Source: an optimization exercise on an open RTL-to-GDS flow (aim: small area). Production flows keep margins and buffers that such runs may drop.
At most, simulation tests tie the RTL to the original design; equivalence was not proved.
Function not checked in runs 1 and 5: the RTL went through the layout flow alone.
Power figures rest on the tool's default switching activity, not on a simulated workload.

==> flow/design.v <==
module hsv_cycle_core (
    input  wire        clk,
    input  wire        rst,           
    input  wire        cmd_valid,
    output wire        cmd_ready,
    input  wire [63:0] cmd_data,
    output wire        rsp_valid,
    input  wire        rsp_ready,
    output wire [63:0] rsp_data,
    output wire        chw_valid,
    input  wire        chw_ready,
    output wire [17:0] chw_data
);
    localparam [3:0] S_IDLE = 4'd0;
    localparam [3:0] S_STEP = 4'd1;    
    localparam [3:0] S_FILL = 4'd2;    
    localparam [3:0] S_DIV  = 4'd3;    
    localparam [3:0] S_LD   = 4'd4;    
    localparam [3:0] S_MUL  = 4'd5;    
    localparam [3:0] S_D1   = 4'd6;    
    localparam [3:0] S_D2   = 4'd7;    
    localparam [3:0] S_RHO  = 4'd8;    
    localparam [3:0] S_DR   = 4'd9;    
    localparam [3:0] S_DQ   = 4'd10;   
    localparam [3:0] S_CLP  = 4'd11;   
    localparam [3:0] S_SH   = 4'd12;   
    localparam [3:0] S_ACC  = 4'd13;   
    localparam [3:0] S_CHW  = 4'd14;   
    localparam [3:0] S_RSP  = 4'd15;   
    reg [3:0]  st;
    reg [4:0]  cnt;
    reg [4:0]  ph;                
    reg [1:0]  ch;
    reg        wph;               
    reg        fresh;             
    reg        post;              
    reg [1:0]  code;
    reg        inited;
    reg [2:0]  err;               
    reg [31:0] seed;              
    reg [8:0]  hue;
    reg [2:0]  stepc;
    reg [2:0]  speed;
    reg [7:0]  sat;
    reg [7:0]  val;
    reg [31:0] P;
    reg [7:0]  r8;                
    reg [7:0]  C;
    reg [2:0]  region;
    reg [2:0]  S;
    reg        cy;
    reg [1:0]  kc;
    reg        bw;
    wire [3:0] op      = cmd_data[63:60];
    wire       is_init = (op == 4'h1);
    wire       is_adv  = (op == 4'h2);
    wire       is_ns   = (op == 4'h3);
    wire       is_conv = (op == 4'h4);
    wire       is_clmp = (op == 4'h5);
    wire       is_rd   = (op == 4'h6);
    wire [3:0] n       = cmd_data[3:0];
    wire zA = ~|cmd_data[59:48];
    wire zB = ~|cmd_data[47:32];
    wire zC = ~|cmd_data[31:25];
    wire zD = ~|cmd_data[24:4];
    wire zE = ~|cmd_data[3:0];
    reg illegal;
    always @(*) begin
        case (op)
            4'h1:       illegal = ~zA;
            4'h2, 4'h3: illegal = ~(zA & zB & zC & zD & zE);
            4'h4:       illegal = ~(zA & zB & zC);
            4'h5:       illegal = ~(zA & zB);
            4'h6:       illegal = ~(zA & zB & zC & zD) | (n[3] | (n[2] & n[1] & n[0]));
            default:    illegal = 1'b1;
        endcase
    end
    wire not_init = ~inited & (is_adv | is_ns | (is_rd & (n != 4'd0)));
    wire domain   = is_conv & cmd_data[24] &
                    (cmd_data[23] | (cmd_data[22] & cmd_data[21] & (cmd_data[20] | cmd_data[19])));
    wire       conv   = is_conv & ~post;        
    wire       adv    = is_adv | post;          
    wire [8:0] h_src  = conv ? cmd_data[24:16] : hue;
    wire [7:0] s_src  = conv ? cmd_data[15:8]  : sat;
    wire [7:0] v_src  = conv ? cmd_data[7:0]   : val;
    wire       s_zero = conv ? (cmd_data[15:8] == 8'd0) : (sat == 8'd0);
    wire [1:0] color = adv ? ch : {ch[0], ch[1]};    
    reg [1:0] src;
    always @(*) begin
        case ({color, region})
            {2'd0, 3'd0}: src = 2'd0;
            {2'd0, 3'd1}: src = 2'd2;
            {2'd0, 3'd2}: src = 2'd1;
            {2'd0, 3'd3}: src = 2'd1;
            {2'd0, 3'd4}: src = 2'd2;
            {2'd1, 3'd0}: src = 2'd2;
            {2'd1, 3'd1}: src = 2'd0;
            {2'd1, 3'd2}: src = 2'd0;
            {2'd1, 3'd3}: src = 2'd2;
            {2'd1, 3'd4}: src = 2'd1;
            {2'd1, 3'd5}: src = 2'd1;
            {2'd2, 3'd0}: src = 2'd1;
            {2'd2, 3'd1}: src = 2'd1;
            {2'd2, 3'd2}: src = 2'd2;
            {2'd2, 3'd3}: src = 2'd0;
            {2'd2, 3'd4}: src = 2'd0;
            {2'd2, 3'd5}: src = 2'd2;
            default:      src = 2'd0;    
        endcase
    end
    wire src_v  = s_zero | (src == 2'd0);
    wire src_p  = ~s_zero & (src == 2'd1);
    wire src_w  = ~src_v & ~src_p;
    wire kind_r = s_zero | (color == 2'd0);
    wire kind_g = ~kind_r & (color == 2'd1);
    wire kind_b = ~kind_r & ~kind_g;
    wire [3:0] hidx = (st == S_DIV) ? ~cnt[3:0] : cnt[3:0];    
    reg        hbit;
    always @(*) begin
        case (hidx)
            4'd0: hbit = h_src[0];
            4'd1: hbit = h_src[1];
            4'd2: hbit = h_src[2];
            4'd3: hbit = h_src[3];
            4'd4: hbit = h_src[4];
            4'd5: hbit = h_src[5];
            4'd6: hbit = h_src[6];
            4'd7: hbit = h_src[7];
            default: hbit = h_src[8];
        endcase
    end
    wire       cbit = cmd_data[cnt];
    wire [5:0] rh   = ((st == S_DIV) && (cnt[3:0] == 4'd7)) ? 6'd0 : C[6:1];
    wire [6:0] rr   = {rh, hbit};
    wire       q60  = rr[6] | (rr[5] & rr[4] & rr[3] & rr[2]);     
    wire       in_ld  = (st == S_LD);
    wire       in_mul = (st == S_MUL);
    wire       in_d1  = (st == S_D1);
    wire       in_d2  = (st == S_D2);
    wire       do_rem = in_ld & src_w;
    wire       sel_s  = (st == S_FILL) ? n[0] : in_ld ? ~src_v : (~src_p & ~wph);
    wire [7:0] A      = sel_s ? s_src : v_src;
    wire       gate_a = (in_ld & ~src_w) | (in_mul & C[0]);
    wire [7:0] H      = P[31:24];   
    wire       in_div = (st == S_DIV);
    wire       in_idle = (st == S_IDLE);             
    wire [7:0] aa     = (in_div | do_rem) ? {rh, hbit & in_div, 1'b0} :
                        in_idle ? hue[7:0] :
                        (((in_mul & (cnt != 5'd0)) | in_d1 | in_d2) ? H : 8'd0);
    wire [7:0] bb     = in_div ? {q60, 3'b000, q60, 3'b000} :
                        in_d1  ? C :
                        do_rem ? {3'd0, C[7:3]} :
                        (gate_a ? A : 8'd0);
    wire       cin    = in_d1 | (in_d2 & cy) | (in_idle & hstep);
    wire [8:0] asum   = {1'b0, aa} + {1'b0, bb} + {8'd0, cin};
    wire       inv_ld = in_ld ? (src_p | (src_w & ~region[0])) : (src_w & ~wph);
    wire [3:0] t     = cnt[3:0];
    wire       c255  = &C;
    wire       w12   = ~(t[3] & t[2] & (t[1] | t[0]));    
    wire       w13   = ~(t[3] & t[2] & t[1]);             
    wire       w2    = t[3] | t[2] | t[1];                
    wire       ta    = kind_g ? (C[3] & w12) : (C[2] & w13);
    wire       tb    = kind_g ? (C[7] & w2) : (C[1] & (t != 4'd15));
    wire       te    = kind_g ? (c255 & (t == 4'd2)) : (C[7] & w2);
    wire [1:0] kin   = (t == 4'd0) ? {1'b0, kind_g & c255} : kc;
    wire [2:0] xs    = {2'b0, ta} + {2'b0, tb} + {2'b0, te} + {1'b0, kin};
    wire       xb    = xs[0];
    wire       rho_t = ~t[3] & ~t[2] & ~(t[1] & t[0]) & S[t[1:0]];
    wire       bwin  = (t != 4'd0) & bw;
    wire       zb    = xb ^ rho_t ^ bwin;
    wire       zbw   = (~xb & (rho_t | bwin)) | (rho_t & bwin);
    wire       qm2   = w2 & P[30];
    wire       cqin  = (t != 4'd0) & cy;
    wire       qb    = zb ^ qm2 ^ cqin;
    wire       qcy   = (qb & qm2) | (cqin & (qb ^ qm2));
    wire       gbit  = is_init ? cbit : seed[0];
    wire       g3x   = is_init ? (cnt[0] ? cmd_data[31] : cmd_data[30]) : seed[30];
    wire       step_bit = ((cnt != 5'd0) & cy) ^ ((cnt[4:1] == 4'd0) & g3x) ^ ~(cnt[0] ^ cnt[2]);
    reg  [2:0] ucoef;
    always @(*) begin
        case (t[2:0])
            3'd0:    ucoef = 3'd4;
            3'd1:    ucoef = kind_g ? 3'd1 : 3'd4;
            3'd2:    ucoef = kind_g ? 3'd1 : 3'd3;
            default: ucoef = 3'd3;
        endcase
    end
    wire [2:0] sbase = (cnt == 5'd0) ? 3'd0 : S;
    wire [2:0] sadd  = (st == S_STEP) ? {2'b0, step_bit} : (C[0] ? ucoef : 3'd0);
    reg  [2:0] smod;
    always @(*) begin
        case ({sbase, sadd})
            {3'd0, 3'd0}, {3'd1, 3'd4}, {3'd2, 3'd3}, {3'd3, 3'd2}, {3'd4, 3'd1}: smod = 3'd0;
            {3'd0, 3'd1}, {3'd1, 3'd0}, {3'd2, 3'd4}, {3'd3, 3'd3}, {3'd4, 3'd2}: smod = 3'd3;
            {3'd0, 3'd2}, {3'd1, 3'd1}, {3'd2, 3'd0}, {3'd3, 3'd4}, {3'd4, 3'd3}: smod = 3'd1;
            {3'd0, 3'd3}, {3'd1, 3'd2}, {3'd2, 3'd1}, {3'd3, 3'd0}, {3'd4, 3'd4}: smod = 3'd4;
            default:                                                            smod = 3'd2;
        endcase
    end
    reg  [2:0] spd_new;    
    always @(*) begin
        case (S)
            3'd0: spd_new = 3'd1;
            3'd1: spd_new = 3'd2;
            3'd2: spd_new = 3'd3;
            3'd3: spd_new = 3'd4;
            default: spd_new = 3'd5;
        endcase
    end
    reg  [2:0] spd_nxt;    
    always @(*) begin
        case (smod)
            3'd0: spd_nxt = 3'd1;
            3'd1: spd_nxt = 3'd2;
            3'd2: spd_nxt = 3'd3;
            3'd3: spd_nxt = 3'd4;
            default: spd_nxt = 3'd5;
        endcase
    end
    wire       ovf   = |cmd_data[31:15];
    wire       lt3   = (cnt[4:2] == 3'd0) & ~(cnt[1] & cnt[0]);
    wire       lt4   = (cnt[4:2] == 3'd0);
    wire [3:0] status = {err, inited};
    reg        fbit;
    always @(*) begin
        fbit = 1'b0;
        if (code == 2'd0) begin
            if (is_clmp)
                fbit = (cnt[4] == 1'b0) & (cnt[3:0] != 4'd15) & (ovf | cbit);
            else if (is_ns)
                fbit = lt3 & spd_new[cnt[1:0]];
            else if (is_rd) begin
                case (n[2:0])
                    3'd0:    fbit = lt4 & status[cnt[1:0]];
                    3'd1:    fbit = seed[0];
                    3'd2:    fbit = (cnt[4] == 1'b0) & (~cnt[3] | (cnt[2:0] == 3'd0)) & hbit;
                    3'd3:    fbit = lt3 & stepc[cnt[1:0]];
                    3'd4:    fbit = lt3 & speed[cnt[1:0]];
                    default: fbit = (cnt[4:3] == 2'd0) & A[cnt[2:0]];
                endcase
            end
        end
    end
    reg  [2:0] sc_inc;
    always @(*) begin
        case (stepc)
            3'd0: sc_inc = 3'd1;
            3'd1: sc_inc = 3'd2;
            3'd2: sc_inc = 3'd3;
            3'd3: sc_inc = 3'd4;
            default: sc_inc = 3'd5;
        endcase
    end
    wire       hstep  = (sc_inc == speed);
    wire [8:0] hs_inc = {hue[8] ^ asum[8], asum[7:0]};
    wire       wrap   = hstep & (hue == 9'd359);
    wire       need_ph = is_init | is_ns | is_rd | (is_adv & wrap);
    reg        p_slot, p_all, p_b;
    always @(*) begin
        p_slot = 1'b0;
        p_all  = 1'b0;
        p_b    = 1'b0;
        case (st)
            S_FILL: begin p_all = 1'b1; p_b = fbit; end
            S_SH:   p_all = 1'b1;
            S_DR:   begin p_slot = 1'b1; p_b = C[1] & (t != 4'd15); end
            S_DQ:   begin p_slot = 1'b1; p_b = qb; end
            S_CLP:  begin p_slot = 1'b1; p_b = (t != 4'd15); end
            default: ;
        endcase
    end
    always @(posedge clk) begin
        if (in_mul) begin
            P[31:24] <= asum[8:1];
        end else if (p_slot | p_all) begin
            P[31]    <= p_b;
            P[30:16] <= P[31:17];
        end
        if (p_all)
            P[15:0]  <= P[16:1];
    end
    always @(posedge clk) begin
        seed <= {(st == S_STEP) ? step_bit : seed[0], seed[31:1]};
        ph   <= rst ? 5'd0 : ph + 5'd1;
    end
    wire last_ch = (ch == 2'd2);
    always @(posedge clk) begin
        begin
            cnt <= cnt + 5'd1;
            C   <= {C[0], C[7:1]};
            cy  <= (st == S_STEP) ? gbit : (st == S_DQ) ? qcy : asum[8];
            kc  <= xs[2:1];
            bw  <= zbw;
            case (st)
                S_IDLE: begin
                    cnt   <= 5'd0;
                    ch    <= 2'd0;
                    wph   <= 1'b0;
                    post  <= 1'b0;
                    if (cmd_valid && (!need_ph || ph == 5'd31)) begin
                        r8 <= 8'd0;
                        if (illegal) begin
                            err[0] <= 1'b1;
                            code   <= 2'd1;
                            st     <= S_FILL;
                        end else if (not_init) begin
                            err[2] <= 1'b1;
                            code   <= 2'd3;
                            st     <= S_FILL;
                        end else if (domain) begin
                            err[1] <= 1'b1;
                            code   <= 2'd2;
                            st     <= S_FILL;
                        end else begin
                            code <= 2'd0;
                            if (is_init) begin
                                sat    <= cmd_data[47:40];
                                val    <= cmd_data[39:32];
                                hue    <= 9'd0;
                                stepc  <= 3'd0;
                                inited <= 1'b1;
                                st     <= S_STEP;
                            end else if (is_adv) begin
                                stepc <= hstep ? 3'd0 : sc_inc;
                                hue   <= wrap ? 9'd0 : hs_inc;
                                st    <= wrap ? S_STEP : S_ACC;
                            end else if (is_ns) begin
                                st <= S_STEP;
                            end else if (is_conv) begin
                                cnt <= 5'd7;
                                st  <= S_DIV;
                            end else begin
                                st <= S_FILL;
                            end
                        end
                    end
                end
                S_STEP: begin
                    S  <= smod;
                    if (cnt == 5'd31) begin
                        if (!is_ns)
                            speed <= spd_nxt;
                        st <= is_adv ? S_ACC : S_FILL;
                    end
                end
                S_FILL: begin
                    if (cnt == 5'd31)
                        st <= S_ACC;
                end
                S_DIV: begin
                    C      <= asum[7:0];
                    region <= {region[1:0], q60};
                    if (cnt == 5'd15) begin
                        cnt   <= 5'd0;
                        fresh <= 1'b1;
                        st    <= S_LD;
                    end
                end
                S_LD: begin
                    cnt   <= 5'd0;
                    fresh <= 1'b0;
                    if (src_w && !fresh) begin
                        cnt <= 5'd7;
                        st  <= S_DIV;
                    end else begin
                        C <= asum[7:0] ^ {8{inv_ld}};
                        if (src_v && !post && ch == 2'd0) begin
                            r8 <= asum[7:0];
                            ch <= 2'd1;
                        end else
                            st <= src_v ? (kind_r ? S_DR : S_RHO) : S_MUL;
                    end
                end
                S_MUL: begin
                    C <= {asum[0], C[7:1]};
                    if (cnt == 5'd7)
                        st <= S_D1;
                end
                S_D1: begin
                    st <= S_D2;
                end
                S_D2: begin
                    C   <= asum[7:0] ^ {8{inv_ld}};
                    cnt <= 5'd0;
                    if (src_w && !wph) begin
                        wph <= 1'b1;
                        st  <= S_MUL;
                    end else if (!post && ch == 2'd0) begin
                        r8  <= asum[7:0];
                        ch  <= 2'd1;
                        wph <= 1'b0;
                        st  <= S_LD;
                    end else begin
                        wph <= 1'b0;
                        st  <= kind_r ? S_DR : S_RHO;
                    end
                end
                S_RHO: begin
                    S <= smod;
                    if (cnt == 5'd7) begin
                        cnt <= 5'd0;
                        st  <= S_DQ;
                    end
                end
                S_DR: begin
                    if (cnt == 5'd15) begin
                        cnt <= 5'd0;
                        st  <= (!post && last_ch) ? S_ACC : S_SH;
                    end
                end
                S_DQ: begin
                    if (cnt == 5'd15) begin
                        cnt <= 5'd0;
                        if (kind_b && qb)
                            st <= S_CLP;
                        else
                            st <= (!post && last_ch) ? S_ACC : S_SH;
                    end
                end
                S_CLP: begin
                    if (cnt == 5'd15) begin
                        cnt <= 5'd0;
                        st  <= (!post && last_ch) ? S_ACC : S_SH;
                    end
                end
                S_SH: begin
                    if (cnt == 5'd15) begin
                        cnt <= 5'd0;
                        if (post) begin
                            st <= wph ? S_RSP : S_CHW;
                        end else begin
                            ch <= ch + 2'd1;
                            st <= S_LD;
                        end
                    end
                end
                S_ACC: begin
                    cnt  <= 5'd7;
                    ch   <= 2'd0;
                    post <= 1'b1;
                    st   <= (is_adv && code == 2'd0) ? S_DIV : S_RSP;
                end
                S_CHW: begin
                    cnt <= 5'd0;
                    wph <= 1'b0;
                    if (chw_ready) begin
                        if (last_ch) begin
                            wph <= 1'b1;
                            st  <= S_SH;
                        end else begin
                            ch <= ch + 2'd1;
                            st <= S_LD;
                        end
                    end
                end
                S_RSP: begin
                    if (rsp_ready)
                        st <= S_IDLE;
                end
                default: st <= S_IDLE;
            endcase
        end
        if (rst) begin
            st     <= S_IDLE;
            inited <= 1'b0;
            err    <= 3'b000;
        end
    end
    assign cmd_ready = (st == S_ACC);
    assign rsp_valid = (st == S_RSP);
    assign rsp_data  = {2'b00, code, 13'd0, r8, r8[7:1], P};
    assign chw_data  = {ch, 1'b0, P[14:0]};                 
    assign chw_valid = (st == S_CHW);
endmodule
==> flow/flow/run.sh <==
#!/bin/bash
# The standard layout (standard.sh, unchanged synthesis and steps) with two
# settings of its own:
#  - port buffers: buf_1 instead of the default choice (every input and output
#    port still gets its own buffer);
#  - clock tree: clkbuf_8 buffers, no dummy loads.
# Each tool's output is in standard.log (and ORFS's per-step logs under orfs/logs).
set -o pipefail
export BUFFER_PORTS_ARGS="-buffer_cell sky130_fd_sc_hd__buf_1"
export CTS_ARGS="-sink_clustering_enable -repair_clock_nets -buf_list sky130_fd_sc_hd__clkbuf_8 -dont_use_dummy_load"
bash standard.sh > standard.log 2>&1
==> flow/standard.sh <==
#!/bin/bash
# synth_recipe.tcl (not shown) runs the flow's synth.tcl, then flattens the netlist and writes it again
# the make line also repeats each setting of config.mk as NAME=value (left out here)
make -C /OpenROAD-flow-scripts/flow DESIGN_CONFIG=/design/flow/config.mk WORK_HOME=/design/flow/orfs CLKGATE_MAP_FILE= SYNTH_SCRIPT=/design/flow/synth_recipe.tcl "${@:-finish}"
==> flow/config.mk <==
export PLATFORM = sky130hd
export DESIGN_NAME = hsv_cycle_core
export DESIGN_NICKNAME = hsv_cycle_core
export VERILOG_FILES = /design/flow/design.v
export SDC_FILE = /design/flow/constraint.sdc
export NUM_CORES = 4
export LEC_CHECK = 0
export CAP_MARGIN = 0
export CORE_MARGIN = 2
export CORE_UTILIZATION = 40
export CTS_BUF_LIST = sky130_fd_sc_hd__clkbuf_8
export SLEW_MARGIN = 0
==> flow/constraint.sdc <==
create_clock -name core_clock -period 120.0 [get_ports {clk}]
set_input_delay 24.0000 -clock core_clock [delete_from_list [all_inputs] [get_ports {clk}]]
set_output_delay 24.0000 -clock core_clock [all_outputs]
set_load 0.01 [all_outputs]
==> results of run 1 <==
-- flip-flops by register name, indices dropped and copies added, names as in the netlist, 2 cells and up --
name,flops
stepc,3
cnt,5
err,3
kc,2
P,32
speed,3
st,4
C,8
sat,8
ch,2
hue,9
region,3
S,3
ph,5
code,2
seed,32
val,8
r8,8
-- routing by layer --
layer / global-route usage / part of all wire / vias to the layer above
li1: - / - / 3614
met1: 0.314 / 0.43 / 3780
met2: 0.357 / 0.46 / 377
met3: 0.0471 / 0.094 / 48
met4: 0.0661 / 0.021 / 0
met5: 0 / 0 / -
-- final cells by class --
class / count / area [µm²] / area share
multi-input cells: 662 / 4680 / 0.475
flip-flops and latches: 146 / 3760 / 0.382
repair buffers: 150 / 612 / 0.0621
well taps: 285 / 357 / 0.0362
clock buffers: 17 / 234 / 0.0237
inverters: 55 / 206 / 0.0209
-- cell usage after synthesis, types with 25 or more instances --
cell type  count  area share
ha_1          28       0.039
nor2_1       103       0.043
buf_4         39       0.032
o21ai_0       43       0.024
nor3_1        25       0.014
dfxtp_1       62        0.14
inv_1         50       0.021
clkbuf_1      29       0.012
nand2_1       72       0.030
edfxtp_1      84        0.28
a21oi_1       50       0.028
-- cells by family (layout without fill, tap and decap cells) --
logic type | count (synthesis) | count (layout) | synth area share
other cells | 1 | 16 | 0.000414
flops | 146 | 146 | 0.415
buf+inv | 136 | 222 | 0.0743
fa+ha+maj | 33 | 33 | 0.0497
mux | 44 | 44 | 0.0830
xor+xnor | 18 | 18 | 0.0189
simple gates | 331 | 331 | 0.188
compound gates | 220 | 220 | 0.171
-- through the flow --
step / total power, W / hold slack (ns) / cell area [µm²] / std cells / setup WS, ns
after floorplan: 0.000185 / 0.310 / 9120 / 944 / 91.17
after global placement: 0.000224 / 0.310 / 9620 / 1298 / 90.38
after detailed placement: 0.000225 / 0.312 / 9620 / 1298 / 90.24
after CTS: 0.000255 / 0.295 / 9860 / 1315 / 90.65
after global routing: 0.000274 / 0.299 / 9860 / 1315 / 90.07
final: 0.000255 / 0.296 / 9860 / 1315 / 90.49
-- power by group --
group	internal (W)	switching [W]	total, W
Combinational	0.0000509	0.0000864	0.000137
Sequential	0.0000736	0.0000150	0.0000886
Clock	0.0000125	0.0000163	0.0000288
-- layout by cell type (no fill, tap or decap), drive strengths merged, types with 27 or more instances in the layout --
| master | synthesis | layout |
|---|---|---|
| inv | 52 | 52 |
| nor3 | 27 | 27 |
| dfxtp | 62 | 62 |
| ha | 28 | 28 |
| buf | 52 | 150 |
| o21ai | 49 | 49 |
| nand2 | 73 | 73 |
| nor2 | 105 | 105 |
| a21oi | 50 | 50 |
| edfxtp | 84 | 84 |
-- final timing paths --
| kind | endpoint | slack [ns] | cells past startpoint |
|---|---|---|---|
| setup / recovery | P[31] | 90.49 | 23 |
| hold / removal | seed[10] | 0.30 | 0 |
| setup reg to reg | P[31] | 113.89 | 22 |
| hold reg to reg | seed[10] | 0.30 | 0 |
==> out/summary.txt, run 1 <==
Final period util: 0.246
P_leak: 3.61 nW
measured slew at the worst slew-check pin: 1.04 ns
post-CTS repair timing setup buffer count: 0
MaxCap Viol Count: 0
critical path's slowest cell: nor4b_4
buffers and inverters on the worst path: 2
DR WL/cell: 20.7 µm
Final Max Tran Viols: 0
post-CTS sizing: 0
min Tclk post-route: 29.51 ns
fin util: 0.439
Root Driver: clkbuf_8
family with the most delay on the worst path: compound AO/OA/AOI/OAI gates
ys flop type: edfxtp_1
Post-synth EDFFs: 84
Synth cell types: 91
status: finished clean
drc violations: 0
DR vias: 7819
WP data required: 120.17 ns
Buffers on Ports: 137
Worst Path Arrival: 29.68 ns
H-tree depth: 4
Total GRT Usage: 0.226
Most common cell on crit path: a21oi_1
Avg Vias per Cell: 5.95
worst path cell trace: buf_1 -> nor4b_4 -> o22ai_1 -> a31oi_1 -> nand2_1 -> o211a_2 -> a211oi_4 -> nand2b_1 -> a32oi_1 -> a222oi_1 -> inv_1 -> fa_1 -> fa_1 -> a21o_1 -> a21oi_1 -> o21bai_1 -> a21oi_1 -> o21bai_1 -> a21oi_1 -> o221ai_1 -> a31oi_1 -> o41ai_1 -> a21o_1
Avg Inst Size Synth: 9.76 µm²
clock-pin transition on the worst setup and hold timing paths: 0.10 ns
share of layout cells above drive strength 1: 0.0738
die area: 0.0239 mm²
RSZ-0062 raised after global routing: no
Post-Syn Area: 0.00906 mm²
Max-slew headroom: 0.308
Hold Path Origin: seed[11]
# hold bufs at CTS: 0
Fin Clk Skew: 0.0322 ns
Die Y: 155 µm
Row Count: 55
synthesized instance count: 929
R2R Path Start: post
P&R area growth vs syn: 8.74%
drt total wl: 27200 µm
maximum clock path buffer count: 2
CP endpoint kind: flop
die width: 155 µm
sequential area share after synthesis: 0.415
CTS Sinks: 146
first-pass GRT wire length: 41600 µm
Yosys reg bits: 146
Setup crit start kind: primary input
VDD IR max: 0.00000818 V
nets@finish: 1134
final number of hold-violating endpoints: 0
Cell Pwr Density: 25.8 mW/mm²
setup_tns: 0 ns
core box area: 0.0224 mm²
CP peak stage delay: 0.49 ns
total gr overflow: 0
Routed Antenna Nets: 0
worst hold path type: flop to flop
fraction of registers with async set or reset after synthesis: 0
Synth Warn #: 1
worst-path fanout max: 11
clock latency on the worst-skew pair: 0.45 ns
GPL Wtd Cong: 0.899
Critical path origin: cmd_data[61]
final setup vio count: 0
CTS buffer count: 17
Starting Density: 0.404
CTS tree: yes
fmax: 0.0339 GHz
CP Class: primary input to flop
dpl hpwl: 20600 µm
number of diodes: 0
Fillers: 2229
initial antenna violation count: 0
IO Count: 154
vias in the first global route: 7216
first-pass iteration count of the detailed router: 6
largest net degree at the start of global routing: 34
DR iter-0 viols: 841
==> inputs of run 2 (changes only) <==
--- a/flow/design.v
+++ b/flow/design.v
@@ -62,7 +62,8 @@
     wire zA = ~|cmd_data[59:48];
     wire zB = ~|cmd_data[47:32];
     wire zC = ~|cmd_data[31:25];
-    wire zD = ~|cmd_data[24:4];
+    wire zD1 = ~|cmd_data[24:15];
+    wire zD = zD1 & ~|cmd_data[14:4];
     wire zE = ~|cmd_data[3:0];
     reg illegal;
     always @(*) begin
@@ -114,7 +115,7 @@
     wire kind_r = s_zero | (color == 2'd0);
     wire kind_g = ~kind_r & (color == 2'd1);
     wire kind_b = ~kind_r & ~kind_g;
-    wire [3:0] hidx = (st == S_DIV) ? ~cnt[3:0] : cnt[3:0];    
+    wire [3:0] hidx = ~cnt[3:0];                
     reg        hbit;
     always @(*) begin
         case (hidx)
@@ -138,20 +139,21 @@
     wire       in_d1  = (st == S_D1);
     wire       in_d2  = (st == S_D2);
     wire       do_rem = in_ld & src_w;
-    wire       sel_s  = (st == S_FILL) ? n[0] : in_ld ? ~src_v : (~src_p & ~wph);
+    wire       rd_hsv = is_rd & ((n[2:0] == 3'd2) | (n[2:0] == 3'd5) | (n[2:0] == 3'd6));
+    wire       sel_s  = in_idle ? n[0] : in_ld ? ~src_v : (~src_p & ~wph);
     wire [7:0] A      = sel_s ? s_src : v_src;
-    wire       gate_a = (in_ld & ~src_w) | (in_mul & C[0]);
+    wire       gate_a = (in_ld & ~src_w) | (in_mul & C[0]) | (in_idle & is_rd & n[2]);
     wire [7:0] H      = P[31:24];   
     wire       in_div = (st == S_DIV);
     wire       in_idle = (st == S_IDLE);             
     wire [7:0] aa     = (in_div | do_rem) ? {rh, hbit & in_div, 1'b0} :
-                        in_idle ? hue[7:0] :
+                        in_idle ? (is_rd & n[2] ? 8'd0 : hue[7:0]) :
                         (((in_mul & (cnt != 5'd0)) | in_d1 | in_d2) ? H : 8'd0);
     wire [7:0] bb     = in_div ? {q60, 3'b000, q60, 3'b000} :
                         in_d1  ? C :
                         do_rem ? {3'd0, C[7:3]} :
                         (gate_a ? A : 8'd0);
-    wire       cin    = in_d1 | (in_d2 & cy) | (in_idle & hstep);
+    wire       cin    = in_d1 | (in_d2 & cy) | (in_idle & ~is_rd & hstep);
     wire [8:0] asum   = {1'b0, aa} + {1'b0, bb} + {8'd0, cin};
     wire       inv_ld = in_ld ? (src_p | (src_w & ~region[0])) : (src_w & ~wph);
     wire [3:0] t     = cnt[3:0];
@@ -217,7 +219,7 @@
             default: spd_nxt = 3'd5;
         endcase
     end
-    wire       ovf   = |cmd_data[31:15];
+    wire       ovf   = ~(zC & zD1);             
     wire       lt3   = (cnt[4:2] == 3'd0) & ~(cnt[1] & cnt[0]);
     wire       lt4   = (cnt[4:2] == 3'd0);
     wire [3:0] status = {err, inited};
@@ -233,10 +235,10 @@
                 case (n[2:0])
                     3'd0:    fbit = lt4 & status[cnt[1:0]];
                     3'd1:    fbit = seed[0];
-                    3'd2:    fbit = (cnt[4] == 1'b0) & (~cnt[3] | (cnt[2:0] == 3'd0)) & hbit;
+                    3'd2:    fbit = (cnt[4:3] == 2'b00) ? C[0] : ((cnt[4:0] == 5'd8) & hue[8]);
                     3'd3:    fbit = lt3 & stepc[cnt[1:0]];
                     3'd4:    fbit = lt3 & speed[cnt[1:0]];
-                    default: fbit = (cnt[4:3] == 2'd0) & A[cnt[2:0]];
+                    default: fbit = (cnt[4:3] == 2'd0) & C[0];
                 endcase
             end
         end
@@ -299,6 +301,7 @@
                     post  <= 1'b0;
                     if (cmd_valid && (!need_ph || ph == 5'd31)) begin
                         r8 <= 8'd0;
+                        C  <= asum[7:0];             
                         if (illegal) begin
                             err[0] <= 1'b1;
                             code   <= 2'd1;
--- a/flow/config.mk
+++ b/flow/config.mk
@@ -5,8 +5,8 @@
 export SDC_FILE = /design/flow/constraint.sdc
 export NUM_CORES = 4
 export LEC_CHECK = 0
-export CAP_MARGIN = 0
+export CAP_MARGIN = 20
 export CORE_MARGIN = 2
 export CORE_UTILIZATION = 40
 export CTS_BUF_LIST = sky130_fd_sc_hd__clkbuf_8
-export SLEW_MARGIN = 0
+export SLEW_MARGIN = 20
==> run 2 against run 1 <==
Against the previous run:
- final area is 0.18% lower
- die area hardly changed
- worst hold slack better by 0.016 ns
- critical path depth is 4 lower
==> out/summary.txt, run 2 <==
final setup vio count: 0 (unchanged)
Yosys reg bits: 146 (unchanged)
most common cell after layout, fill and taps aside: buf_1
initial antenna violation count: 0 (unchanged)
first-pass iteration count of the detailed router: 9 (+3)
measured slew at the worst slew-check pin: 0.935 ns (-0.101 ns)
Area contributors post-synth: edfxtp_1, dfxtp_1, mux4_2
die width: 155 µm (about the same)
most frequent cells in the layout: buf_1, nor2_1, edfxtp_1, nand2_1, dfxtp_1
synthesized instance count: 939 (+1.1%)
MaxCap Viol Count: 0 (unchanged)
Routed Antenna Nets: 0 (unchanged)
RSZ-0062 raised after global routing: no
most frequent cell after synthesis: nor2_1
CTS Sinks: 146 (unchanged)
Worst Path Arrival: 29.08 ns (-0.60 ns)
setup_tns: 0 ns (unchanged)
Fin Clk Skew: 0.0245 ns (-0.00765 ns)
WP data required: 120.20 ns (+0.03 ns)
post-CTS repair timing setup buffer count: 0 (unchanged)
Final Max Tran Viols: 0 (unchanged)
CTS tree: yes
GPL Wtd Cong: 0.955 (+6.2%)
core box area: 0.0224 mm² (unchanged)
P_leak: 3.48 nW (-3.6%)
worst path cell trace: buf_1 -> nor4b_2 -> a211oi_2 -> nor3_1 -> nor2_1 -> o31ai_4 -> mux4_2 -> a222oi_1 -> fa_1 -> inv_1 -> fa_1 -> nand2_1 -> nand2_1 -> a21oi_1 -> o21bai_1 -> a21oi_1 -> o21ai_0 -> a32oi_1 -> o21ai_0
Total GRT Usage: 0.237 (+0.0108)
CTS buffer count: 17 (unchanged)
Buffers on Ports: 137 (unchanged)
# hold bufs at CTS: 0 (unchanged)
Fillers: 2192 (-1.7%)
final number of hold-violating endpoints: 0 (unchanged)
CP peak stage delay: 0.56 ns (+0.07 ns)
Synth Warn #: 1 (unchanged)
area share of the largest cell type after synthesis: 0.278 (about the same)
Final period util: 0.241 (-0.00520)
top cell type by total area after synthesis: edfxtp_1
Starting Density: 0.404 (about the same)
worst-path fanout max: 16 (+5)
clock-pin transition on the worst setup and hold timing paths: 0.09 ns (about the same)
fin util: 0.439 (-0.000781)
critical path's slowest cell: o31ai_4
fmax: 0.0346 GHz (+2.2%)
total gr overflow: 0 (unchanged)
DR WL/cell: 21.4 µm (+3.8%)
largest net degree at the start of global routing: 33 (-2.9%)
number of diodes: 0 (unchanged)
Post-Syn Area: 0.00906 mm² (about the same)
cell area after layout: 0.00984 mm² (-0.18%)
Post-synth EDFFs: 84 (unchanged)
IO Count: 154 (unchanged)
ys flop type: edfxtp_1
die area: 0.0239 mm² (about the same)
Setup crit start kind: primary input
drt total wl: 28300 µm (+4.1%)
family with the most delay on the worst path: compound AO/OA/AOI/OAI gates
Row Count: 55 (unchanged)
fraction of registers with async set or reset after synthesis: 0 (unchanged)
placed cell areas: 0.00960 mm² (-0.18%)
post-CTS sizing: 0 (unchanged)
vias in the first global route: 7363 (+2.0%)
Min Hold Slack: 0.312 ns (+0.0158 ns)
worst hold path type: flop to flop
drc violations: 0 (unchanged)
CP Class: primary input to flop
first-pass GRT wire length: 43400 µm (+4.4%)
Avg Inst Size Synth: 9.65 µm² (-1.1%)
DR iter-0 viols: 1064 (+27%)
Die Y: 155 µm (about the same)
Tot Pwr: 0.000235 W (-7.6%)
Avg Vias per Cell: 6.12 (+2.9%)
Root Driver: clkbuf_8
Post-synth top cells: nor2_1, edfxtp_1, nand2_1
nets@finish: 1138 (+0.35%)
DR vias: 8069 (+3.2%)
Cell Pwr Density: 23.9 mW/mm² (-7.5%)
H-tree depth: 4 (unchanged)
share of layout cells above drive strength 1: 0.0861 (+0.0123)
sequential area share after synthesis: 0.415 (about the same)
CP endpoint kind: flop
min Tclk post-route: 28.89 ns (-0.624 ns)
maximum clock path buffer count: 2 (unchanged)
P&R area growth vs syn: 8.56%
Regs by FF count: P x32, seed x32, hue x9
Synth cell types: 97 (+6.6%)
clock latency on the worst-skew pair: 0.46 ns (about the same)
dpl hpwl: 21400 µm (+3.6%)
status: finished clean
VDD IR max: 0.0000106 V (+29%)
buffers and inverters on the worst path: 2 (unchanged)
Max-slew headroom: 0.368 (+0.0594)
run 2: worst paths after layout:
path	endpoint	startpoint	slack, ns	depth (start not counted)
max	P[31]	cmd_data[62]	91.11	19
min	seed[13]	seed[14]	0.31	0
max reg2reg	P[31]	st[2]	114.40	20
min reg2reg	seed[13]	seed[14]	0.31	0
run 2: cells by family after synthesis:
kind of cell	synth area share
other	0.000414
AO/OA/AOI/OAI	0.195
flip-flops	0.415
multiplexers	0.0672
adder cells (fa/ha/maj)	0.0497
XOR/XNOR	0.0155
AND/OR/NAND/NOR	0.184
buffers and inverters	0.0726
run 2: stage by stage:
stage,std cells,setup WS (ns)
5_1_grt,1319,90.77
3_5_place_dp,1302,90.71
2_1_floorplan,954,91.79
3_3_place_gp,1302,90.88
4_1_cts,1319,91.17
6_report,1319,91.11
run 2: metal layers:
layer  share of wire  GRT usage
met5               0          0
met4           0.021     0.0644
met3           0.090     0.0532
met2            0.46      0.372
met1            0.43      0.330
run 2: layout make-up:
class,count,area (µm²),area share
Multi-Input combinational cell,676,4700,0.478
Sequential cell,146,3760,0.383
Timing Repair Buffer,150,612,0.0622
Inverter,45,169,0.0172
Tap cell,285,357,0.0362
Clock buffer,17,234,0.0238
run 2: worst reg2reg max path, cell delays in order (launching register included):
cell,delay [ns]
dfxtp_1,0.33
buf_4,0.26
nand2b_1,0.17
nor3_2,0.44
inv_2,0.24
nor3_1,0.39
nor2_1,0.13
o31ai_4,0.56
mux4_2,0.41
a222oi_1,0.39
fa_1,0.27
inv_1,0.06
fa_1,0.43
nand2_1,0.08
nand2_1,0.05
a21oi_1,0.22
o21bai_1,0.09
a21oi_1,0.23
o21ai_0,0.25
a32oi_1,0.23
o21ai_0,0.10
run 2: report_power, final:
group	internal, W	leakage [nW]	switching, W	total (W)
Sequential	0.0000706	1.29	0.0000119	0.0000826
Combinational	0.0000443	2.08	0.0000789	0.000123
Clock	0.0000125	0.122	0.0000169	0.0000294
==> inputs of run 3 (changes only) <==
--- a/flow/design.v
+++ b/flow/design.v
@@ -32,7 +32,6 @@
     reg [4:0]  ph;                
     reg [1:0]  ch;
     reg        wph;               
-    reg        fresh;             
     reg        post;              
     reg [1:0]  code;
     reg        inited;
@@ -355,21 +354,18 @@
                     region <= {region[1:0], q60};
                     if (cnt == 5'd15) begin
                         cnt   <= 5'd0;
-                        fresh <= 1'b1;
                         st    <= S_LD;
                     end
                 end
                 S_LD: begin
                     cnt   <= 5'd0;
-                    fresh <= 1'b0;
-                    if (src_w && !fresh) begin
-                        cnt <= 5'd7;
-                        st  <= S_DIV;
-                    end else begin
+                    begin
                         C <= asum[7:0] ^ {8{inv_ld}};
                         if (src_v && !post && ch == 2'd0) begin
-                            r8 <= asum[7:0];
-                            ch <= 2'd1;
+                            r8  <= asum[7:0];
+                            ch  <= 2'd1;
+                            cnt <= 5'd7;
+                            st  <= S_DIV;
                         end else
                             st <= src_v ? (kind_r ? S_DR : S_RHO) : S_MUL;
                     end
@@ -392,7 +388,8 @@
                         r8  <= asum[7:0];
                         ch  <= 2'd1;
                         wph <= 1'b0;
-                        st  <= S_LD;
+                        cnt <= 5'd7;
+                        st  <= S_DIV;
                     end else begin
                         wph <= 1'b0;
                         st  <= kind_r ? S_DR : S_RHO;
@@ -432,8 +429,9 @@
                         if (post) begin
                             st <= wph ? S_RSP : S_CHW;
                         end else begin
-                            ch <= ch + 2'd1;
-                            st <= S_LD;
+                            ch  <= ch + 2'd1;
+                            cnt <= 5'd7;
+                            st  <= S_DIV;
                         end
                     end
                 end
@@ -451,8 +449,9 @@
                             wph <= 1'b1;
                             st  <= S_SH;
                         end else begin
-                            ch <= ch + 2'd1;
-                            st <= S_LD;
+                            ch  <= ch + 2'd1;
+                            cnt <= 5'd7;
+                            st  <= S_DIV;
                         end
                     end
                 end
==> run 3 against run 2 <==
Against the previous run:
- still clean on timing, DRC and antenna
- sequential cell count is 1 lower
- register-to-register slack better by 0.18 ns
- first-iteration DRC count decreased by 18%
- worst setup slack worse by 0.022 ns
- clock power about the same
- total power is 4.0% higher
- final cell count is 2.3% higher
- final area fell by 1.9%
- sequential power up 3.9%
- global-route usage is 0.62 points higher
- die area down 1.9%
- critical path type unchanged
==> out/summary.txt, run 3 <==
R2R Path Start: st[0]
dpl hpwl: 22000 µm (+2.9%)
Die Y: 153 µm (-0.94%)
fmax: 0.0346 GHz (about the same)
setup_tns: 0 ns (unchanged)
DR WL/cell: 21.4 µm (-0.17%)
H-tree depth: 4 (unchanged)
cell area after layout: 0.00965 mm² (-1.9%)
CP peak stage delay: 0.65 ns (+0.09 ns)
worst-path fanout max: 16 (unchanged)
Area contributors post-synth: edfxtp_1, dfxtp_1, nand2_1
Avg Vias per Cell: 5.88 (-3.8%)
final setup vio count: 0 (unchanged)
Synth cell types: 83 (-14%)
R2R Setup Slk: 114.58 ns (+0.18 ns)
post-CTS repair timing setup buffer count: 0 (unchanged)
Cell Pwr Density: 25.3 mW/mm² (+6.0%)
status: finished clean
Setup crit end: C[7]
vias in the first global route: 7612 (+3.4%)
Root Driver: clkbuf_8
P&R area growth vs syn: 8.56% (about the same)
most frequent cells in the layout: buf_1, nand2_1, nor2_1, edfxtp_1, dfxtp_1
synthesized instance count: 978 (+4.2%)
die width: 153 µm (-0.94%)
Post-synth top cells: nand2_1, nor2_1, edfxtp_1
CTS buffer count: 17 (unchanged)
RSZ-0062 raised after global routing: no
drc violations: 0 (unchanged)
total gr overflow: 0 (unchanged)
final cell count without fillers: 1349 (+2.3%)
share of layout cells above drive strength 1: 0.0571 (-0.0290)
# hold bufs at CTS: 0 (unchanged)
Final period util: 0.241 (about the same)
Post-Synth Adder-Cell Area: 0.0521 (+0.00238)
GPL Wtd Cong: 0.944 (-1.2%)
Setup crit start kind: primary input
clock-pin transition on the worst setup and hold timing paths: 0.10 ns (about the same)
post-synthesis compound-gate area fraction: 0.184 (-0.0107)
post-CTS sizing: 0 (unchanged)
buffers and inverters on the worst path: 2 (unchanged)
CTS tree: yes
maximum clock path buffer count: 2 (unchanged)
# placed instances: 1331 (+2.2%)
area share of the largest cell type after synthesis: 0.280 (+0.00207)
worst hold path type: flop to flop
Synth Warn #: 1 (unchanged)
Buffers on Ports: 137 (unchanged)
mux cell area share after synthesis: 0.0474 (-0.0198)
Regs by FF count: P x32, seed x32, hue x9
worst r2r path cells: 18 (-10%)
fraction of registers with async set or reset after synthesis: 0 (unchanged)
Min Hold Slack: 0.312 ns (+0.000211 ns)
placed cell areas: 0.00941 mm² (-2.0%)
Total GRT Usage: 0.243 (+0.00625)
largest family of logic cells by synthesized area: simple AND/OR/NAND/NOR gates
die area: 0.0234 mm² (-1.9%)
Routed Antenna Nets: 0 (unchanged)
CP endpoint kind: flop
clock latency on the worst-skew pair: 0.46 ns (about the same)
initial antenna violation count: 0 (unchanged)
min Tclk post-route: 28.91 ns (+0.0217 ns)
worst path cell trace: buf_1 -> or4b_1 -> a211oi_2 -> nor2_1 -> a21oi_1 -> a211o_1 -> o311a_1 -> nand3_1 -> o211ai_1 -> nand2_1 -> ha_1 -> nor2b_1 -> o21ai_0 -> a21oi_1 -> o41ai_1 -> xor2_1 -> inv_1 -> a22oi_1 -> o221ai_1 -> a2bb2oi_1
Critical path origin: cmd_data[61]
critical path's slowest cell: or4b_1
first-pass GRT wire length: 44400 µm (+2.3%)
measured slew at the worst slew-check pin: 1.23 ns (+0.295 ns)
Row Count: 54 (-1.8%)
final number of hold-violating endpoints: 0 (unchanged)
most common cell after layout, fill and taps aside: buf_1
Starting Density: 0.407 (+0.00333)
Avg Inst Size Synth: 9.09 µm² (-5.8%)
core box area: 0.0218 mm² (-2.7%)
P_leak: 3.57 nW (+2.5%)
most frequent cell after synthesis: nand2_1
Yosys reg bits: 145 (-0.68%)
CTS Sinks: 145 (-0.68%)
Post-Syn Area: 0.00889 mm² (-1.9%)
Max-slew headroom: 0.159 (-0.209)
CP Class: primary input to flop
VDD IR max: 0.00000776 V (-27%)
MaxCap Viol Count: 0 (unchanged)
drt total wl: 28900 µm (+2.1%)
sequential area share after synthesis: 0.420 (+0.00475)
xor and xnor area share after synthesis: 0.0187 (+0.00326)
Place WS: 90.75 ns (+0.0492 ns)
Worst path depth: 20 (+1)
Post-Synth Simple-Gate Area: 0.206 (+0.0218)
Fin Clk Skew: 0.0326 ns (+0.00803 ns)
Worst R2R End: C[7]
Most common cell on crit path: a21oi_1
PnR worst setup slack: 91.09 ns (-0.0217 ns)
Worst Path Arrival: 29.21 ns (+0.13 ns)
family with the most delay on the worst path: compound AO/OA/AOI/OAI gates
largest net degree at the start of global routing: 37 (+12%)
nets@finish: 1174 (+3.2%)
Post-synth EDFFs: 83 (-1.2%)
DR iter-0 viols: 868 (-18%)
first-pass iteration count of the detailed router: 8 (-1)
DR vias: 7938 (-1.6%)
Final Max Tran Viols: 0 (unchanged)
top cell type by total area after synthesis: edfxtp_1
ys flop type: edfxtp_1
number of diodes: 0 (unchanged)
IO Count: 154 (unchanged)
WP data required: 120.31 ns (+0.11 ns)
run 3: worst min path at each step:
stage | from | slack (ns) | to | cells after the start
after floorplan | seed[1] | 0.31 | seed[0] | 0
after global placement | seed[29] | 0.31 | seed[28] | 0
after detailed placement | seed[31] | 0.31 | seed[30] | 0
after CTS | seed[6] | 0.32 | seed[5] | 0
after global routing | seed[14] | 0.32 | seed[13] | 0
final | seed[14] | 0.31 | seed[13] | 0
run 3: power breakdown:
| part | switching, W | internal (W) | total, W |
|---|---|---|---|
| combinational | 0.0000832 | 0.0000463 | 0.000129 |
| clock | 0.0000168 | 0.0000125 | 0.0000293 |
| sequential | 0.0000142 | 0.0000717 | 0.0000858 |
| total | 0.000114 | 0.000130 | 0.000245 |
run 3: final cells by class:
type	count	area (µm²)
clock buffers	17	234
fillers	2177	12200
inverters	40	150
multi-input cells	719	4580
flip-flops and latches	145	3730
well taps	280	350
repair buffers	148	597
run 3: logic make-up (layout without fill, tap and decap cells):
group	count (synthesis)	after routing
AND/OR/NAND/NOR	383	383
AO/OA/AOI/OAI	237	237
flip-flops	145	145
buffers and inverters	129	205
adder cells (fa/ha/maj)	34	34
multiplexers	30	30
XOR/XNOR	19	19
other	1	16
run 3: per-stage QoR:
stage / total power [W] / utilization
finish: 0.000245 / 0.442
global route: 0.000261 / 0.442
CTS: 0.000243 / 0.442
detailed placement: 0.000214 / 0.431
global placement: 0.000213 / 0.431
floorplan: 0.000176 / -
run 3: per-layer routing:
metal  wire, µm  share of wire  global-route usage
met5          0              0                   0
met4       1140          0.040              0.0983
met3       2060          0.071              0.0448
met2      13200           0.46               0.392
met1      12500           0.43               0.322
==> inputs of run 4 (changes only) <==
--- a/flow/config.mk
+++ b/flow/config.mk
@@ -7,6 +7,7 @@
 export LEC_CHECK = 0
 export CAP_MARGIN = 20
 export CORE_MARGIN = 2
-export CORE_UTILIZATION = 40
+export CORE_UTILIZATION = 70
 export CTS_BUF_LIST = sky130_fd_sc_hd__clkbuf_8
+export PLACE_DENSITY = 0.85
 export SLEW_MARGIN = 20
==> run 4 against run 3 <==
Against the previous run:
- still clean on timing, DRC and antenna
- clock skew is 0.0035 ns higher
- synthesized area did not move
- wire length fell by 9.2%
- combinational power is essentially flat
- final cell count is 8.1% lower
- largest cell class unchanged
- largest power group unchanged
- highest routed layer unchanged
==> out/summary.txt, run 4 <==
Setup crit start kind: primary input
Tot Pwr: 0.000244 W (-0.12%)
CP peak stage delay: 0.66 ns (about the same)
GPL Wtd Cong: 1.01 (+6.6%)
Post-synth top cells: nand2_1, nor2_1, edfxtp_1
H-tree depth: 4 (unchanged)
Routed Antenna Nets: 0 (unchanged)
P&R area growth vs syn: 6.91%
drt total wl: 26200 µm (-9.2%)
critical path's slowest cell: nor4b_2
Final Max Tran Viols: 0 (unchanged)
fmax: 0.0346 GHz (about the same)
setup_tns: 0 ns (unchanged)
Root Driver: clkbuf_8
CTS Sinks: 145 (unchanged)
worst r2r path cells: 19 (+1)
clock latency on the worst-skew pair: 0.47 ns (about the same)
maximum clock path buffer count: 2 (unchanged)
DR iter-0 viols: 1242 (+43%)
first-pass iteration count of the detailed router: 8 (unchanged)
Min Hold Slack: 0.307 ns (-0.00510 ns)
Buffers on Ports: 137 (unchanged)
worst-path fanout max: 16 (unchanged)
Synth Warn #: 1 (unchanged)
P_leak: 3.57 nW (-0.12%)
synthesized instance count: 978 (unchanged)
area share of the largest cell type after synthesis: 0.280 (unchanged)
final setup vio count: 0 (unchanged)
total gr overflow: 0 (unchanged)
most common cell after layout, fill and taps aside: buf_1
vias in the first global route: 7571 (-0.54%)
Hold Path Origin: seed[28]
# placed instances: 1223 (-8.1%)
top cell type by total area after synthesis: edfxtp_1
DR vias: 8284 (+4.4%)
Die Y: 117 µm (-24%)
Most common cell on crit path: a21oi_1
Synth cell types: 83 (unchanged)
R2R Setup Slk: 114.78 ns (+0.20 ns)
min Tclk post-route: 28.91 ns (-0.00210 ns)
Area contributors post-synth: edfxtp_1, dfxtp_1, nand2_1
Critical path origin: cmd_data[61]
wire length on met1: 9780 µm (-22%)
status: finished clean
die area: 0.0136 mm² (-42%)
dpl hpwl: 19700 µm (-10%)
final number of hold-violating endpoints: 0 (unchanged)
die width: 117 µm (-24%)
Fillers: 924 (-58%)
Worst Path Arrival: 29.10 ns (-0.11 ns)
most frequent cells in the layout: buf_1, nand2_1, nor2_1, edfxtp_1, dfxtp_1
CP endpoint kind: flop
Post-Syn Area: 0.00889 mm² (unchanged)
Starting Density: 0.710 (+0.303)
Total GRT Usage: 0.392 (+0.149)
share of layout cells above drive strength 1: 0.0552 (-0.00182)
CP Class: primary input to flop
nets@finish: 1173 (-0.085%)
DR WL/cell: 21.2 µm (-1.2%)
first-pass GRT wire length: 40100 µm (-9.7%)
CTS buffer count: 17 (unchanged)
DR top layer: met4
Yosys reg bits: 145 (unchanged)
number of diodes: 0 (unchanged)
Avg Vias per Cell: 6.68 (+14%)
Final period util: 0.241 (about the same)
fraction of registers with async set or reset after synthesis: 0 (unchanged)
sequential area share after synthesis: 0.420 (unchanged)
R2R Path Start: post
core box area: 0.0125 mm² (-43%)
Row Count: 41 (-24%)
clock-pin transition on the worst setup and hold timing paths: 0.07 ns (-0.03 ns)
Post-synth EDFFs: 83 (unchanged)
Hold Crit Endpoint: seed[27]
MaxCap Viol Count: 0 (unchanged)
RSZ-0062 raised after global routing: no
fin util: 0.759 (+0.317)
ys flop type: edfxtp_1
Regs by FF count: P x32, seed x32, hue x9
measured slew at the worst slew-check pin: 1.06 ns (-0.175 ns)
worst path cell trace: buf_1 -> nor4b_2 -> o21ai_0 -> a31oi_1 -> or2_0 -> nor3b_2 -> nor2_1 -> o211ai_1 -> and3_1 -> fa_1 -> inv_1 -> fa_1 -> a21o_1 -> a21oi_1 -> o21bai_1 -> a21oi_1 -> o21bai_1 -> a21oi_1 -> xor2_1 -> nor2_1
post-CTS repair timing setup buffer count: 0 (unchanged)
Cell Pwr Density: 25.7 mW/mm² (+1.4%)
VDD IR max: 0.0000113 V (+46%)
IO Count: 154 (unchanged)
Min-Delay Path Depth: 0 (unchanged)
Fin Clk Skew: 0.0360 ns (+0.00346 ns)
wire length on met2: 11600 µm (-12%)
Max-slew headroom: 0.290 (+0.131)
CTS tree: yes
most frequent cell after synthesis: nand2_1
largest net degree at the start of global routing: 37 (unchanged)
WP data required: 120.20 ns (-0.11 ns)
# hold bufs at CTS: 0 (unchanged)
drc violations: 0 (unchanged)
worst hold path type: flop to flop
initial antenna violation count: 0 (unchanged)
post-CTS sizing: 0 (unchanged)
final cell count without fillers: 1240 (-8.1%)
Worst R2R End: hue[8]
Avg Inst Size Synth: 9.09 µm² (unchanged)
met3 wire length: 3470 µm (+69%)
==> run 4: cell types whose count changed in the layout (fill, tap and decap cells not counted) <==
cell,delta
a21oi_2,-1
a21oi_1,+1
clkbuf_4,-1
==> run 4: worst max-delay path by stage <==
stage	depth (start not counted)	endpoint	slack (ns)
after floorplan	21	hue[8]	91.91
after global placement	19	C[7]	90.98
after detailed placement	19	C[7]	90.88
after CTS	19	C[7]	91.33
after global routing	20	C[7]	90.75
final	20	hue[8]	91.10
==> run 4: report_power, final <==
part / switching (W) / internal, W / total, W
clock: 0.0000161 / 0.0000125 / 0.0000286
combinational: 0.0000842 / 0.0000458 / 0.000130
sequential: 0.0000139 / 0.0000718 / 0.0000857
==> run 4: kinds of logic (layout without fill, tap and decap cells) <==
kind of cell / Yosys count / count (layout) / synth area share
and+or+nand+nor: 383 / 383 / 0.206
AOI/OAI and AO/OA: 237 / 237 / 0.184
DFF: 145 / 145 / 0.420
buffers and inverters: 129 / 204 / 0.0709
adders and majority gates: 34 / 34 / 0.0521
muxes: 30 / 30 / 0.0474
xor gates and xnor gates: 19 / 19 / 0.0187
other: 1 / 16 / 0.000422
==> run 4: area by class of cell <==
cell class | instances | area (µm²) | share of cell area
sequential | 145 | 3730 | 0.393
inverter | 40 | 150 | 0.0158
clock buffer | 17 | 234 | 0.0246
multi-input combinational | 719 | 4580 | 0.482
timing repair buffer | 147 | 589 | 0.0620
tap | 172 | 215 | 0.0226
==> run 4: through the flow <==
stage / worst slack, ns / cell area, µm²
detailed placement: 90.88 / 9270
global route: 90.75 / 9500
floorplan: 91.91 / 8940
finish: 91.10 / 9500
CTS: 91.33 / 9500
global placement: 90.98 / 9270
==> run 4: per-layer routing <==
layer  vias to the layer above  GRT usage
li1                       3706          -
met1                      3740      0.515
met3                       144      0.107
met2                       694      0.595
met5                         -          0
met4                         0      0.207
==> run 4: critical path, delay by kind of cell <==
| family | cells | cell delay [ns] |
|---|---|---|
| simple gates | 6 | 2.02 |
| compound gates | 9 | 1.77 |
| fa+ha+maj | 2 | 0.58 |
| buf+inv | 2 | 0.55 |
| xor+xnor | 1 | 0.18 |
==> inputs of run 5 (changes only) <==
--- a/flow/design.v
+++ b/flow/design.v
@@ -39,7 +39,7 @@
     reg [31:0] seed;              
     reg [8:0]  hue;
     reg [2:0]  stepc;
-    reg [2:0]  speed;
+    reg [2:0]  speed;             
     reg [7:0]  sat;
     reg [7:0]  val;
     reg [31:0] P;
@@ -198,9 +198,10 @@
             default:                                                            smod = 3'd2;
         endcase
     end
+    wire [2:0] spd_in = is_ns ? S : speed;
     reg  [2:0] spd_new;    
     always @(*) begin
-        case (S)
+        case (spd_in)
             3'd0: spd_new = 3'd1;
             3'd1: spd_new = 3'd2;
             3'd2: spd_new = 3'd3;
@@ -208,16 +209,6 @@
             default: spd_new = 3'd5;
         endcase
     end
-    reg  [2:0] spd_nxt;    
-    always @(*) begin
-        case (smod)
-            3'd0: spd_nxt = 3'd1;
-            3'd1: spd_nxt = 3'd2;
-            3'd2: spd_nxt = 3'd3;
-            3'd3: spd_nxt = 3'd4;
-            default: spd_nxt = 3'd5;
-        endcase
-    end
     wire       ovf   = ~(zC & zD1);             
     wire       lt3   = (cnt[4:2] == 3'd0) & ~(cnt[1] & cnt[0]);
     wire       lt4   = (cnt[4:2] == 3'd0);
@@ -236,7 +227,7 @@
                     3'd1:    fbit = seed[0];
                     3'd2:    fbit = (cnt[4:3] == 2'b00) ? C[0] : ((cnt[4:0] == 5'd8) & hue[8]);
                     3'd3:    fbit = lt3 & stepc[cnt[1:0]];
-                    3'd4:    fbit = lt3 & speed[cnt[1:0]];
+                    3'd4:    fbit = lt3 & spd_new[cnt[1:0]];
                     default: fbit = (cnt[4:3] == 2'd0) & C[0];
                 endcase
             end
@@ -252,7 +243,7 @@
             default: sc_inc = 3'd5;
         endcase
     end
-    wire       hstep  = (sc_inc == speed);
+    wire       hstep  = (stepc == speed);
     wire [8:0] hs_inc = {hue[8] ^ asum[8], asum[7:0]};
     wire       wrap   = hstep & (hue == 9'd359);
     wire       need_ph = is_init | is_ns | is_rd | (is_adv & wrap);
@@ -341,7 +332,7 @@
                     S  <= smod;
                     if (cnt == 5'd31) begin
                         if (!is_ns)
-                            speed <= spd_nxt;
+                            speed <= smod;
                         st <= is_adv ? S_ACC : S_FILL;
                     end
                 end
--- a/flow/config.mk
+++ b/flow/config.mk
@@ -7,7 +7,6 @@
 export LEC_CHECK = 0
 export CAP_MARGIN = 20
 export CORE_MARGIN = 2
-export CORE_UTILIZATION = 70
+export CORE_UTILIZATION = 40
 export CTS_BUF_LIST = sky130_fd_sc_hd__clkbuf_8
-export PLACE_DENSITY = 0.85
 export SLEW_MARGIN = 20
==> run 5 against run 4 <==
Against the previous run:
- synthesized area is 2.6% higher
- combinational power hardly changed
- still clean
- first-iteration DRC count is 27% lower
- sequential share of layout area is 1.6 points lower
- critical path depth stayed put
- synthesized cell count is 2.0% higher
- count of clock-buffer cells in the layout stayed put
- largest power group unchanged
- final cell count is 11% higher
- global-route usage is 14 points lower
==> out/summary.txt, run 5 <==
final setup vio count: 0 (unchanged)
status: finished clean
Synth Warn #: 1 (unchanged)
setup_tns: 0 ns (unchanged)
P_int: 0.000126 W (-3.3%)
initial antenna violation count: 1 (+1)
# hold bufs at CTS: 0 (unchanged)
Place WS: 90.57 ns (-0.309 ns)
maximum clock path buffer count: 2 (unchanged)
met1 usage: 0.349 (-0.166)
sequential area share after synthesis: 0.409 (-0.0108)
GPL Wtd Cong: 0.999 (-0.70%)
largest net degree at the start of global routing: 32 (-14%)
drt total wl: 30100 µm (+15%)
core box area: 0.0225 mm² (+80%)
# placed instances: 1363 (+11%)
CP Class: primary input to flop
most frequent cell after synthesis: nor2_1
Psw: 0.000112 W (-2.3%)
Total GRT Usage: 0.250 (-0.142)
worst-path fanout max: 12 (-4)
Cell Pwr Density: 23.9 mW/mm² (-6.9%)
register share of total power: 0.341 (-0.010)
Final period util: 0.243 (+0.00193)
measured slew at the worst slew-check pin: 1.05 ns (-0.000844 ns)
CP endpoint kind: flop
drc violations: 0 (unchanged)
Setup crit start kind: primary input
total gr overflow: 0 (unchanged)
RSZ-0062 raised after global routing: no
Post-synth EDFFs: 83 (unchanged)
post-CTS repair timing setup buffer count: 0 (unchanged)
MaxCap Viol Count: 0 (unchanged)
CTS tree: yes
register area: 0.00373 mm² (unchanged)
H-tree depth: 4 (unchanged)
top cell type by total area after synthesis: edfxtp_1
Fillers: 2263 (+140%)
DR WL/cell: 21.8 µm (+3.2%)
Final Max Tran Viols: 0 (unchanged)
Avg Vias per Cell: 6.04 (-9.5%)
P_leak: 3.62 nW (+1.4%)
final number of hold-violating endpoints: 0 (unchanged)
CTS buffer count: 17 (unchanged)
final cell count without fillers: 1380 (+11%)
fraction of registers with async set or reset after synthesis: 0 (unchanged)
number of diodes: 0 (unchanged)
DR vias: 8342 (+0.70%)
Worst Path Arrival: 29.34 ns (+0.24 ns)
Synth cell types: 90 (+8.4%)
CTS Sinks: 145 (unchanged)
min Tclk post-route: 29.14 ns (+0.232 ns)
Yosys reg bits: 145 (unchanged)
P&R area growth vs syn: 8.71%
Max-slew headroom: 0.295 (+0.00521)
met3 Use GR: 0.0529 (-0.0540)
ys flop type: edfxtp_1
vias in the first global route: 7721 (+2.0%)
clock latency on the worst-skew pair: 0.47 ns (about the same)
Area contributors post-synth: edfxtp_1, dfxtp_1, nor2_1
first-pass GRT wire length: 45800 µm (+14%)
Buffers on Ports: 137 (unchanged)
Routed Antenna Nets: 0 (unchanged)
Fin Clk Skew: 0.0479 ns (+0.0118 ns)
DR iter-0 viols: 908 (-27%)
dpl hpwl: 22900 µm (+16%)
Net Sw Frac: 0.470 (+0.00260)
nets@finish: 1199 (+2.2%)
Post-Syn Area: 0.00912 mm² (+2.6%)
first-pass iteration count of the detailed router: 6 (-2)
VDD IR max: 0.0000112 V (-0.67%)
clock-pin transition on the worst setup and hold timing paths: 0.08 ns (about the same)
GR Util met2: 0.387 (-0.208)
Die Y: 155 µm (+33%)
IO Count: 154 (unchanged)
grt peak-use layer: met2
fin util: 0.441 (-0.318)
Post-synth top cells: nor2_1, nand2_1, edfxtp_1
worst hold path type: flop to flop
Multi-input gate area: 0.00477 mm² (+4.2%)
Row Count: 55 (+34%)
die width: 155 µm (+33%)
PnR worst setup slack: 90.86 ns (-0.232 ns)
share of layout cells above drive strength 1: 0.0721 (+0.0169)
WP data required: 120.21 ns (about the same)
Avg Inst Size Synth: 9.14 µm² (+0.59%)
Starting Density: 0.405 (-0.305)
die area: 0.0240 mm² (+77%)
Root Driver: clkbuf_8
most frequent cells in the layout: buf_1, nor2_1, nand2_1, edfxtp_1, dfxtp_1
post-CTS sizing: 0 (unchanged)
Clk pwr share: 0.124 (+0.007)
fmax: 0.0343 GHz (-0.80%)
area share of the largest cell type after synthesis: 0.273 (-0.00723)
combinational power share: 0.535 (+0.003)
Regs by FF count: P x32, seed x32, hue x9
most common cell after layout, fill and taps aside: buf_1
synthesized instance count: 998 (+2.0%)
run 5: worst max-delay path, stage by stage:
cell	delay (ns)
buf_1	0.35
nor4b_2	0.93
nor3_1	0.17
a311o_1	0.44
a211oi_2	0.50
a31o_2	0.31
a221o_1	0.14
a21oi_1	0.04
a31oi_1	0.31
fa_1	0.25
inv_1	0.06
fa_1	0.41
a21o_1	0.18
a21oi_1	0.21
nor2b_1	0.09
nor3_1	0.20
o21bai_1	0.11
a21oi_1	0.28
o21ai_0	0.14
a41o_1	0.23
run 5: power groups by stage:
stage | clock network (W) | logic (W) | registers (W)
after floorplan | 0 | 0.0000919 | 0.0000774
after global placement | 0 | 0.000124 | 0.0000817
after detailed placement | 0 | 0.000124 | 0.0000818
after CTS | 0.0000304 | 0.000124 | 0.0000809
after global routing | 0.0000323 | 0.000139 | 0.0000824
final | 0.0000294 | 0.000127 | 0.0000810
run 5: final cells by class:
cell class / count / share of cell area
clock buffer: 17 / 0.0236
inverter: 50 / 0.0189
multi-input combinational: 730 / 0.481
sequential: 145 / 0.376
tap: 285 / 0.0360
timing repair buffer: 153 / 0.0640
run 5: logic make-up (layout without fill, tap and decap cells):
kind of cell	Yosys count	after routing	synth area share
compound gates	255	255	0.193
xor+xnor	19	19	0.0182
fa+ha+maj	35	35	0.0516
buf+inv	138	220	0.0742
flops	145	145	0.409
mux	38	38	0.0520
other cells	1	16	0.000411
simple gates	367	367	0.201
run 5: stage by stage:
stage          area [µm²]  total power (W)  hold slack, ns
2_1_floorplan        9180         0.000169           0.310
3_3_place_gp         9680         0.000205           0.310
3_5_place_dp         9680         0.000206           0.312
4_1_cts              9920         0.000236           0.299
5_1_grt              9920         0.000253           0.302
6_report             9920         0.000237           0.306
run 5: final timing paths:
kind                 from  endpoint  slack (ns)  cells after the start
max          cmd_data[61]     P[31]       90.86                     20
min              seed[24]  seed[23]        0.31                      0
max reg2reg          post     P[31]      114.39                     19
min reg2reg      seed[24]  seed[23]        0.31                      0
run 5: metal layers:
metal / wire [µm] / share of wire
met1: 13100 / 0.43
met2: 13700 / 0.45
met3: 2630 / 0.087
met4: 709 / 0.024
met5: 12 / 0.00040

port drivers added, routing unchanged:
The flow's constraints put no driver on any port. The routed layouts listed below were extracted and timed again, unchanged, in two steps. Step 1 (the two cells are an assumption about what drives the block):
set clk [get_ports {clk}]
set_driving_cell -lib_cell sky130_fd_sc_hd__clkbuf_16 $clk
set_driving_cell -lib_cell sky130_fd_sc_hd__buf_2 [delete_from_list [all_inputs] $clk]
Step 2 adds t to the input delays and takes it off the output delays; t is the mean of the earliest and latest rising clock arrival at the registers after step 1. Input paths then give back, and output paths get back, about the clock's delay inside the block. a / b / c = no drivers / after step 1 / after step 2; a / b = the first two.
run | t (ns) | setup WS [ns] | hold slack, ns | worst setup path after step 2 | worst slew at a driven data input, ns
run 1 | 0.482 | 90.491 / 90.505 / 90.023 | 0.296 / 0.296 / 0.296 | input to register | 0.04
run 2 | 0.493 | 91.115 / 91.119 / 90.626 | 0.312 / 0.312 / 0.312 | input to register | 0.05
run 3 | 0.490 | 91.093 / 91.098 / 90.608 | 0.312 / 0.312 / 0.312 | input to register | 0.06
run 4 | 0.491 | 91.095 / 91.102 / 90.611 | 0.307 / 0.307 / 0.307 | input to register | 0.04
run 5 | 0.491 | 90.863 / 90.875 / 90.384 | 0.306 / 0.306 / 0.306 | input to register | 0.05
After both steps setup and hold are still met in every run listed. The setup slack of run 2, which loses most, moves by +0.004 ns with the drivers and by -0.489 ns with both steps.
